This design comes from an exercise in tuning for small area on the open sky130 flow, not from production work. The RTL was checked by simulation tests, not by an equivalence proof against the original design. Power and IR drop assume default switching activity.

$ cat design/flow/run.sh
#!/bin/bash
# synth_recipe.tcl (not shown) runs the flow's synth.tcl, then flattens the netlist and writes it again
# the make line also repeats each setting of config.mk as NAME=value (left out here)
make -C /OpenROAD-flow-scripts/flow DESIGN_CONFIG=/design/flow/config.mk WORK_HOME=/design/flow/orfs CLKGATE_MAP_FILE= SYNTH_SCRIPT=/design/flow/synth_recipe.tcl finish
$ cat design/flow/config.mk
export PLATFORM = sky130hd
export DESIGN_NAME = frx_core
export DESIGN_NICKNAME = frx_core
export VERILOG_FILES = /design/flow/design.v
export SDC_FILE = /design/flow/constraint.sdc
export NUM_CORES = 4
export LEC_CHECK = 0
export CAP_MARGIN = 20
export CORE_MARGIN = 2
export CORE_UTILIZATION = 40
export SLEW_MARGIN = 20
$ cat design/flow/constraint.sdc
create_clock -name core_clock -period 25.0 [get_ports {clk}]
set_input_delay 5.0000 -clock core_clock [delete_from_list [all_inputs] [get_ports {clk}]]
set_output_delay 5.0000 -clock core_clock [all_outputs]
set_load 0.01 [all_outputs]
$ cat design/flow/design.v
module frx_channel #(
    parameter CAP = 64,
    parameter IW  = 7       
) (
    input  wire             clk,
    input  wire             rst,
    input  wire             do_play,         
    input  wire             do_stop,         
    input  wire             do_reset,        
    input  wire             do_volume,
    input  wire [15:0]      volume_param,
    input  wire             do_drain,        
    input  wire             start_fail,      
    input  wire             do_fill,         
    input  wire [11:0]      fill_code,
    input  wire             clr_counters,
    input  wire [IW-2:0]    rd_slot,
    output wire [11:0]      rd_code,
    output reg              act,
    output reg  [IW-1:0]    fill_index,
    output reg              is_playing,
    output reg              underrun,
    output reg  [6:0]       volume,
    output reg  [31:0]      total_samples,
    output reg  [31:0]      swaps,
    output reg  [31:0]      underruns,
    output reg  [1:0]       out_state
);
    localparam [1:0] OUT_OFF = 2'd0, OUT_RUNNING = 2'd1, OUT_FALLBACK = 2'd2;
    localparam [11:0] MID = 12'd2048;
    reg [11:0] buf0 [0:CAP-1];
    reg [11:0] buf1 [0:CAP-1];
    wire full = (fill_index == CAP);
    wire drain_go = do_drain && is_playing && (out_state == OUT_RUNNING);
    assign rd_code = act ? buf1[rd_slot] : buf0[rd_slot];
    integer k;
    always @(posedge clk) begin
        if (rst || do_reset) begin
            for (k = 0; k < CAP; k = k + 1) begin
                buf0[k] <= MID;
                buf1[k] <= MID;
            end
        end else if (do_fill && !full) begin
            if (act)
                buf0[fill_index[IW-2:0]] <= fill_code;
            else
                buf1[fill_index[IW-2:0]] <= fill_code;
        end
    end
    always @(posedge clk) begin
        if (rst) begin
            act           <= 1'b0;
            fill_index    <= {IW{1'b0}};
            is_playing    <= 1'b0;
            underrun      <= 1'b0;
            volume        <= 7'd100;
            total_samples <= 32'd0;
            swaps         <= 32'd0;
            underruns     <= 32'd0;
            out_state     <= OUT_OFF;
        end else begin
            if (do_play) begin
                if (full) begin
                    act        <= ~act;
                    fill_index <= {IW{1'b0}};
                    swaps      <= swaps + 32'd1;
                end
                is_playing <= 1'b1;
                underrun   <= 1'b0;
                out_state  <= start_fail ? OUT_FALLBACK : OUT_RUNNING;
            end
            if (do_stop) begin
                is_playing <= 1'b0;
                out_state  <= OUT_OFF;
            end
            if (do_reset) begin
                is_playing <= 1'b0;
                fill_index <= {IW{1'b0}};
                underrun   <= 1'b0;
            end
            if (do_volume)
                volume <= (volume_param > 16'd100) ? 7'd100 : volume_param[6:0];
            if (drain_go) begin
                if (full) begin
                    act        <= ~act;
                    fill_index <= {IW{1'b0}};
                    swaps      <= swaps + 32'd1;
                    underrun   <= 1'b0;
                    out_state  <= start_fail ? OUT_FALLBACK : OUT_RUNNING;
                end else begin
                    underrun  <= 1'b1;
                    underruns <= underruns + 32'd1;
                end
            end
            if (do_fill && !full) begin
                fill_index    <= fill_index + 1'b1;
                total_samples <= total_samples + 32'd1;
            end
            if (clr_counters) begin
                total_samples <= 32'd0;
                swaps         <= 32'd0;
                underruns     <= 32'd0;
            end
        end
    end
endmodule
module frx_core (
    input  wire        clk,
    input  wire        rst,
    input  wire        ev_valid,
    input  wire [3:0]  ev_type,
    input  wire [15:0] ev_arg,
    output wire        ev_ready,
    output reg         resp_valid,
    output reg  [31:0] resp_data,
    output wire        ready_out
);
    localparam CAP       = 64;
    localparam IW        = 7;               
    localparam LAND_SIZE = 4 + 2 * CAP;     
    localparam CW        = 8;               
    localparam [3:0] EV_SEL_ASSERT   = 4'd0,
                     EV_RX_BYTE      = 4'd1,
                     EV_RX_ERROR     = 4'd2,
                     EV_SEL_DEASSERT = 4'd3,
                     EV_DRAIN_HALF   = 4'd4,
                     EV_DRAIN_DONE   = 4'd5,
                     EV_STATUS_READ  = 4'd6,
                     EV_CTRL_WRITE   = 4'd7,
                     EV_SAMPLE_READ  = 4'd8;
    reg             filling;             
    reg             fill_ch;
    reg  [11:0]     fill_j;              
    reg  [11:0]     fill_n;              
    reg             rx_capturing;
    reg             rx_armed;
    reg  [CW-1:0]   rx_count;
    reg  [7:0]      land [0:LAND_SIZE-1];
    reg             clk_running;
    reg  [31:0]     transport_faults;
    reg  [31:0]     invalid_header;
    reg  [31:0]     invalid_chan_len;
    reg  [31:0]     command_frames;
    reg  [31:0]     data_frames;
    reg  [CW-1:0]   last_captured;
    wire            act        [0:1];
    wire [IW-1:0]   fill_index [0:1];
    wire            is_playing [0:1];
    wire            underrun   [0:1];
    wire [6:0]      volume     [0:1];
    wire [31:0]     total_samples [0:1];
    wire [31:0]     swaps      [0:1];
    wire [31:0]     underruns  [0:1];
    wire [1:0]      out_state  [0:1];
    wire [11:0]     rd_code    [0:1];
    assign ev_ready = !filling;
    wire go = ev_valid && ev_ready;
    wire full0 = (fill_index[0] == CAP);
    wire full1 = (fill_index[1] == CAP);
    assign ready_out = (is_playing[0] || is_playing[1]) || (!full0 && !full1);
    wire [7:0]  hdr     = land[0];
    wire [7:0]  f_ch    = land[1];
    wire [7:0]  f_cmd   = land[2];
    wire [15:0] f_param = {land[3], land[4]};
    wire [15:0] f_count = {land[2], land[3]};
    wire [CW-1:0] n     = rx_count;
    wire is_deassert = go && (ev_type == EV_SEL_DEASSERT) && rx_capturing;
    wire parse       = is_deassert && rx_armed;
    wire runt        = n < 4;
    wire is_cmd      = (hdr == 8'hC0);
    wire is_data     = (hdr == 8'hDA);
    wire cmd_short   = (n < 5);
    wire bad_ch      = (f_ch > 8'd1);
    wire cmd_known   = (f_cmd == 8'h01) || (f_cmd == 8'h02) ||
                       (f_cmd == 8'h03) || (f_cmd == 8'hFF);
    wire bad_count   = (f_count == 16'd0) || (f_count > CAP);
    wire [16:0] need = 17'd4 + {f_count, 1'b0};
    wire data_short  = ({9'd0, n} < need);
    wire cmd_ok   = parse && !runt && is_cmd && !cmd_short && !bad_ch && cmd_known;
    wire data_ok  = parse && !runt && is_data && !bad_count && !data_short && !bad_ch;
    wire err_header = parse && !runt &&
                      ((!is_cmd && !is_data) ||
                       (is_cmd && !cmd_short && !bad_ch && !cmd_known));
    wire err_chlen  = parse && (runt ||
                      (is_cmd && cmd_short) || (is_cmd && !cmd_short && bad_ch) ||
                      (is_data && (bad_count || data_short || bad_ch)));
    wire        c_ch   = f_ch[0];
    wire        c_play = cmd_ok && (f_cmd == 8'h01);
    wire        c_stop = cmd_ok && (f_cmd == 8'h02);
    wire        c_vol  = cmd_ok && (f_cmd == 8'h03);
    wire        c_rst  = cmd_ok && (f_cmd == 8'hFF);
    wire term_timeout    = ev_arg[0];
    wire disable_timeout = ev_arg[1];
    wire start_fail      = ev_arg[2];
    wire c_playing   = is_playing[c_ch];
    wire runs_disable = (c_play || c_stop || c_rst) && c_playing;
    wire stops       = (c_stop || c_rst) && c_playing;
    wire e_assert  = go && (ev_type == EV_SEL_ASSERT) && !rx_capturing;
    wire e_byte    = go && (ev_type == EV_RX_BYTE) && rx_capturing && rx_armed &&
                     (rx_count < LAND_SIZE);
    wire e_rxerr   = go && (ev_type == EV_RX_ERROR);
    wire e_drain   = go && (ev_type == EV_DRAIN_DONE);
    wire e_status  = go && (ev_type == EV_STATUS_READ);
    wire e_ctrl    = go && (ev_type == EV_CTRL_WRITE);
    wire e_sample  = go && (ev_type == EV_SAMPLE_READ);
    wire clr       = e_ctrl && (ev_arg[6:2] == 5'd24) && ev_arg[8];
    reg [1:0] tf_inc;
    always @(*) begin
        tf_inc = 2'd0;
        if (e_assert && ev_arg[0])
            tf_inc = ev_arg[1] ? 2'd2 : 2'd1;
        if (e_rxerr)
            tf_inc = ev_arg[1] ? 2'd2 : 2'd1;
        if (is_deassert)
            tf_inc = {1'b0, rx_armed && term_timeout} +
                     {1'b0, runs_disable && disable_timeout};
    end
    wire [CW-1:0]      lo_idx   = 8'd4 + {fill_j[6:0], 1'b0};
    wire signed [15:0] sample   = {land[lo_idx + 8'd1], land[lo_idx]};
    wire signed [11:0] offset   = sample[15:4];             
    wire [6:0]         f_vol    = volume[fill_ch];
    wire signed [19:0] prod     = offset * $signed({1'b0, f_vol});
    wire signed [19:0] quot     = prod / 20'sd100;          
    wire [11:0]        code     = (f_vol < 7'd100) ? (12'd2048 + quot[11:0])
                                                   : (12'd2048 + offset);
    wire               ch_full  = fill_index[fill_ch] == CAP;
    wire               fill_now = filling && !ch_full;
    wire               fill_end = filling && (ch_full || (fill_j + 12'd1 >= fill_n));
    always @(posedge clk) begin
        if (e_byte)
            land[rx_count] <= ev_arg[7:0];
    end
    always @(posedge clk) begin
        if (rst) begin
            filling          <= 1'b0;
            fill_ch          <= 1'b0;
            fill_j           <= 12'd0;
            fill_n           <= 12'd0;
            rx_capturing     <= 1'b0;
            rx_armed         <= 1'b0;
            rx_count         <= {CW{1'b0}};
            clk_running      <= 1'b0;
            transport_faults <= 32'd0;
            invalid_header   <= 32'd0;
            invalid_chan_len <= 32'd0;
            command_frames   <= 32'd0;
            data_frames      <= 32'd0;
            last_captured    <= {CW{1'b0}};
        end else begin
            if (e_assert) begin
                rx_capturing <= 1'b1;
                rx_count     <= {CW{1'b0}};
                rx_armed     <= !(ev_arg[0] && ev_arg[1]);
            end
            if (e_byte)
                rx_count <= rx_count + 1'b1;
            if (e_rxerr)
                rx_armed <= 1'b0;
            if (is_deassert) begin
                rx_capturing  <= 1'b0;
                rx_armed      <= 1'b0;
                last_captured <= n;
            end
            transport_faults <= transport_faults + {30'd0, tf_inc};
            if (err_header)
                invalid_header <= invalid_header + 32'd1;
            if (err_chlen)
                invalid_chan_len <= invalid_chan_len + 32'd1;
            if (cmd_ok)
                command_frames <= command_frames + 32'd1;
            if (data_ok)
                data_frames <= data_frames + 32'd1;
            if (c_play)
                clk_running <= 1'b1;
            else if (stops && !is_playing[~c_ch])
                clk_running <= 1'b0;
            if (data_ok) begin
                filling <= 1'b1;
                fill_ch <= c_ch;
                fill_j  <= 12'd0;
                fill_n  <= f_count[11:0];
            end else if (filling) begin
                fill_j <= fill_j + 12'd1;
                if (fill_end)
                    filling <= 1'b0;
            end
            if (clr) begin
                transport_faults <= 32'd0;
                invalid_header   <= 32'd0;
                invalid_chan_len <= 32'd0;
                command_frames   <= 32'd0;
                data_frames      <= 32'd0;
                last_captured    <= {CW{1'b0}};
            end
        end
    end
    genvar g;
    generate
        for (g = 0; g < 2; g = g + 1) begin : ch
            wire sel_cmd   = (c_ch == g);
            wire sel_drain = (ev_arg[8] == g);
            frx_channel #(.CAP(CAP), .IW(IW)) u_ch (
                .clk           (clk),
                .rst           (rst),
                .do_play       (c_play && sel_cmd),
                .do_stop       (stops && sel_cmd),
                .do_reset      (c_rst && sel_cmd),
                .do_volume     (c_vol && sel_cmd),
                .volume_param  (f_param),
                .do_drain      (e_drain && sel_drain),
                .start_fail    (start_fail),
                .do_fill       (fill_now && (fill_ch == g)),
                .fill_code     (code),
                .clr_counters  (clr),
                .rd_slot       (ev_arg[5:0]),
                .rd_code       (rd_code[g]),
                .act           (act[g]),
                .fill_index    (fill_index[g]),
                .is_playing    (is_playing[g]),
                .underrun      (underrun[g]),
                .volume        (volume[g]),
                .total_samples (total_samples[g]),
                .swaps         (swaps[g]),
                .underruns     (underruns[g]),
                .out_state     (out_state[g])
            );
        end
    endgenerate
    reg [31:0] status_word;
    always @(*) begin
        case (ev_arg[6:2])
            5'd0:  status_word = {28'd0, clk_running, rx_armed, rx_capturing, ready_out};
            5'd1:  status_word = {24'd0, rx_count};
            5'd2:  status_word = {24'd0, last_captured};
            5'd3:  status_word = transport_faults;
            5'd4:  status_word = invalid_header;
            5'd5:  status_word = invalid_chan_len;
            5'd6:  status_word = command_frames;
            5'd7:  status_word = data_frames;
            5'd8:  status_word = {26'd0, out_state[0], act[0], (fill_index[0] >= CAP / 2),
                                  underrun[0], is_playing[0]};
            5'd9:  status_word = {25'd0, fill_index[0]};
            5'd10: status_word = {25'd0, volume[0]};
            5'd11: status_word = total_samples[0];
            5'd12: status_word = swaps[0];
            5'd13: status_word = underruns[0];
            5'd16: status_word = {26'd0, out_state[1], act[1], (fill_index[1] >= CAP / 2),
                                  underrun[1], is_playing[1]};
            5'd17: status_word = {25'd0, fill_index[1]};
            5'd18: status_word = {25'd0, volume[1]};
            5'd19: status_word = total_samples[1];
            5'd20: status_word = swaps[1];
            5'd21: status_word = underruns[1];
            default: status_word = 32'd0;
        endcase
    end
    always @(posedge clk) begin
        if (rst) begin
            resp_valid <= 1'b0;
            resp_data  <= 32'd0;
        end else begin
            resp_valid <= e_status || e_sample;
            if (e_status)
                resp_data <= status_word;
            else if (e_sample)
                resp_data <= {20'd0, rd_code[ev_arg[8]]};
        end
    end
endmodule
==> summary.md <==
| Metric | Value |
|---|---|
| Unique masters post-synth | `approximately 120` |
| Final setup fails | `0` |
| Register area share after synthesis | `between 60% and 70%` |
| Power Density | `slightly above 70 mW/mm^2` |
| Initial antenna violation count | `18` |
| DIE AREA | `0.494 sq mm` |
| Post-route setup TNS | `0 ns` |
| Average cell area after synthesis | `roughly 14 sq um` |
| DRT Wirelength | `~530000 microns` |
| Inserted Clock Buffers | `around 430` |
| Number of synthesized register bits | `between 4000 and 5000` |
| Minimum clock period | `slightly above 20 ns` |
| Post-route ant nets | `0` |
| Area delta synth->final | `10.2%` |
| Die H | `703 microns` |
| WHS Path Cells | `2` |
| Crit path from | `fill_j[0]$_SDFFE_PP0P_` |
| Post-synth ARST share | `0%` |
| Max Root-Sink Buffers | `4` |
| Worst Hold Launch | `fill_n[7]$_SDFFE_PP0P_` |
| WL/cell | `26.2 microns` |
| Commonest non-fill, non-tap cell in the layout | `edfxtp_1` |
| Max Fclk | `between 0.04 and 0.05 GHz` |
| Critical-path top delay cell | `a2111oi_0` |
| Fin nets | `roughly 14000` |
| Hold Crit Class | `reg -> reg` |
| Chip width | `703 microns` |
| Slew Viols, Final | `0` |
| Fin. Hold Viols | `0` |
| Synth Area in Simple Gates | `11.8%` |
| WHS | `approximately 0.44 ns` |
| Port buffer count | `50` |
| First-pass GRT wire length | `approximately 780000 microns` |
| Vias per inst | `approximately 5.7` |
| Pleak | `~70 nW` |
| Setup Skew | `~0.11 ns` |
| H-tree Lvls | `5` |
| Post-DP HPWL | `~330000 microns` |
| 1st-iter DRT viols | `around 14000` |
| Core area | `slightly below 0.5 sq mm` |
| Multiplexer share of the synthesized area | `approximately 15%` |
| Routability cong. | `0.856` |
| Post-CTS Setup Inserts | `0` |
| Peak supply drop | `about 0.093 mV` |
| DR DRC count | `0` |
| Number of global-route vias before repair | `between 100k and 150k` |
| Post-CTS sizing | `0` |
| Critical path depth | `56` |
| Slew @ Worst Pin | `1.21 ns` |
| Worst skew pair latency | `~1.1 ns` |
| Core Rows | `roughly 260` |
| Post-Syn Instances | `~14000` |
| Outcome | `complete, no violations` |
| R2R depth | `between 50 and 60` |
| Worst Path Max Fanout | `98` |
| Worst Setup End Kind | `register` |
| Sink Count | `4368` |
| Cell area after synthesis | `about 0.20 sq mm` |
| All-layer global routing usage | `21.3%` |
| Layout cells sized above 1 | `~16%` |
| Max incr delay on CP | `just over 0.9 ns` |
| Startpoint types | `register` |
| Global route overflow | `0` |
| Number of warnings issued by yosys | `2` |
| FILL cells | `approximately 43000` |
| Via count | `~120k` |
| Synth Area in XOR/XNOR | `1.69%` |
| Family with the most delay on the worst path | `compound AO/OA/AOI/OAI gates` |
| Synth Area in Compound Gates | `about 3.1%` |
| RSZ-0062 raised after global routing | `no` |
| Most frequent cells in the layout | `3900 x edfxtp_1, 3573 x nor2_1, 1198 x mux4_2` |
| Number of max-cap violations | `0` |
| Number of hold buffers added after cts | `0` |
| Ys flop type | `edfxtp_1` |
| Clock transition at path regs | `~0.06 ns` |
| Detailed-router iteration count before antenna repair | `7` |
| Worst r2r src | `fill_j[0]$_SDFFE_PP0P_` |
| Setup CP Type | `reg -> reg` |
| TritonCTS clock tree | `built` |
| Worst rel slew slack | `a little under a fifth` |
| Critical path arrival | `~21 ns` |
| Largest family of logic cells by synthesized area | `multiplexers` |
| Largest net degree at the start of global routing | `206` |
| Post-synthesis adder-cell area fraction | `1.25%` |
| IO Count | `58` |
| Number of flops mapped to enable cells by yosys | `3900` |
| WP buf/inv | `8` |
| Final period utilization | `81.5%` |
| Initial Util | `approximately 40%` |
| Root Buffer | `clkbuf_16` |
| Crit path required time | `between 20 and 30 ns` |
area by class of cell:
| class | instances | area, sq um | area share [%] |
|---|---|---|---|
| diodes | 7 | 17.5 | 0.00814 |
| clock inverters | 236 | 2040 | 0.950 |
| inverters | 166 | 623 | 0.290 |
| multi-input cells | 8313 | 63900 | 29.7 |
| well taps | 6450 | 8070 | 3.75 |
| flip-flops and latches | 4368 | 126000 | 58.8 |
| repair buffers | 281 | 2530 | 1.18 |
| clock buffers | 556 | 11600 | 5.37 |
kinds of logic (layout without fill, tap and decap cells):
| group | count (synthesis) | after routing |
|---|---|---|
| mux | 1342 | 1342 |
| simple gates | 5545 | 5545 |
| other cells | 1 | 31 |
| compound gates | 875 | 875 |
| xor+xnor | 372 | 372 |
| fa+ha+maj | 155 | 155 |
| flops | 4368 | 4368 |
| buf+inv | 1371 | 1239 |
final timing paths:
| check | end | slack [ns] |
|---|---|---|
| worst min register to register | fill_n[7]$_SDFFE_PP0P_ | 0.44 |
| worst max-delay path | ch[1].u_ch.buf1[17][8]$_SDFFCE_PN0P_ | 4.62 |
| worst max register to register | ch[1].u_ch.buf1[17][8]$_SDFFCE_PN0P_ | 4.62 |
| worst min-delay path | fill_n[7]$_SDFFE_PP0P_ | 0.44 |
tightest hold or removal path, delay by kind of cell, from the launching register on:
family | cells | cell delay (ns)
simple gates | 1 | 0.04
buf+inv | 1 | 0.06
flops | 1 | 0.30
state kept, by name, summed over array words and instances, names as in the netlist, 14 cells and up, named ones only:
| register | cells |
|---|---|
| ch.u_ch.buf0 | 1536 |
| ch.u_ch.buf1 | 1536 |
| ch.u_ch.fill_index | 14 |
| ch.u_ch.swaps | 54 |
| ch.u_ch.total_samples | 64 |
| ch.u_ch.underruns | 64 |
| ch.u_ch.volume | 14 |
| command_frames | 32 |
| data_frames | 32 |
| invalid_chan_len | 32 |
| invalid_header | 32 |
| land | 828 |
| resp_data | 32 |
| transport_faults | 32 |
Yosys cell counts (71+ instances only):
library cell	instances	share of area [%]
inv_1	165	0.32
xor2_1	255	1.1
xnor2_1	114	0.51
nor3_1	95	0.24
a21oi_1	188	0.48
o21ai_0	152	0.39
dfxtp_1	468	4.8
and3_1	98	0.31
edfxtp_1	3900	60
clkbuf_1	913	1.8
mux4_2	1198	14
mux2i_1	101	0.52
nor2_1	3583	6.9
buf_2	105	0.27
or3_1	71	0.23
nand4_1	102	0.33
nand2_1	912	1.8
nand3_1	448	1.1
a22oi_1	156	0.60
ha_1	86	0.55
buf_1	126	0.24
routing by layer:
layer / up-vias / wire length (microns) / global-route usage [%]
li1: 50900 / - / -
met1: 60300 / 218000 / 29.4
met2: 4598 / 257000 / 34.7
met3: 809 / 41600 / 3.18
met4: 2 / 18000 / 6.59
met5: - / 13 / 0
stage by stage:
stage          utilization (%)  setup WS [ns]  power, W  instances  cell area [sq um]
4_1_cts                   44.3           4.61    0.0155      20400             215000
2_1_floorplan                -           8.08   0.00885      14100             195000
6_report                  44.3           4.62    0.0154      20400             215000
3_3_place_gp              41.5           4.77   0.00918      19600             202000
3_5_place_dp              41.5           4.70   0.00919      19600             202000
5_1_grt                   44.3           3.20    0.0158      20400             215000
power breakdown:
group | leakage, nW | switching, W | internal (W) | total, W
Combinational | 22.4 | 0.000480 | 0.000305 | 0.000784
Clock | 6.63 | 0.00283 | 0.00356 | 0.00639
Sequential | 40.5 | 0.0000677 | 0.00818 | 0.00825
Total | 69.6 | 0.00338 | 0.0120 | 0.0154

re-timing with driven ports:
No port has a modelled driver above. Below, the same layout with a new extraction and two added sets of constraints. Step 1 sets driving cells, clkbuf_16 on the clock port and buf_2 on the other inputs (assumed; they add their load-dependent delay and slew). Step 2 moves the port delays by t, midway between the first and last clock arrival at a register: inputs arrive t later, outputs are due t later. That takes back most of the time a late clock gives input paths. a / b / c = no drivers / after step 1 / after step 2; a / b = the first two.
shift t [ns]: 1.116
setup WS [ns]: 4.622 / 4.622 / 4.622
slew at the worst register clock pin (ns): 0.07 / 0.07
After both steps setup and hold are still met in this run. The setup slack of this run moves by 0.000 ns with the drivers and by 0.000 ns with both steps.
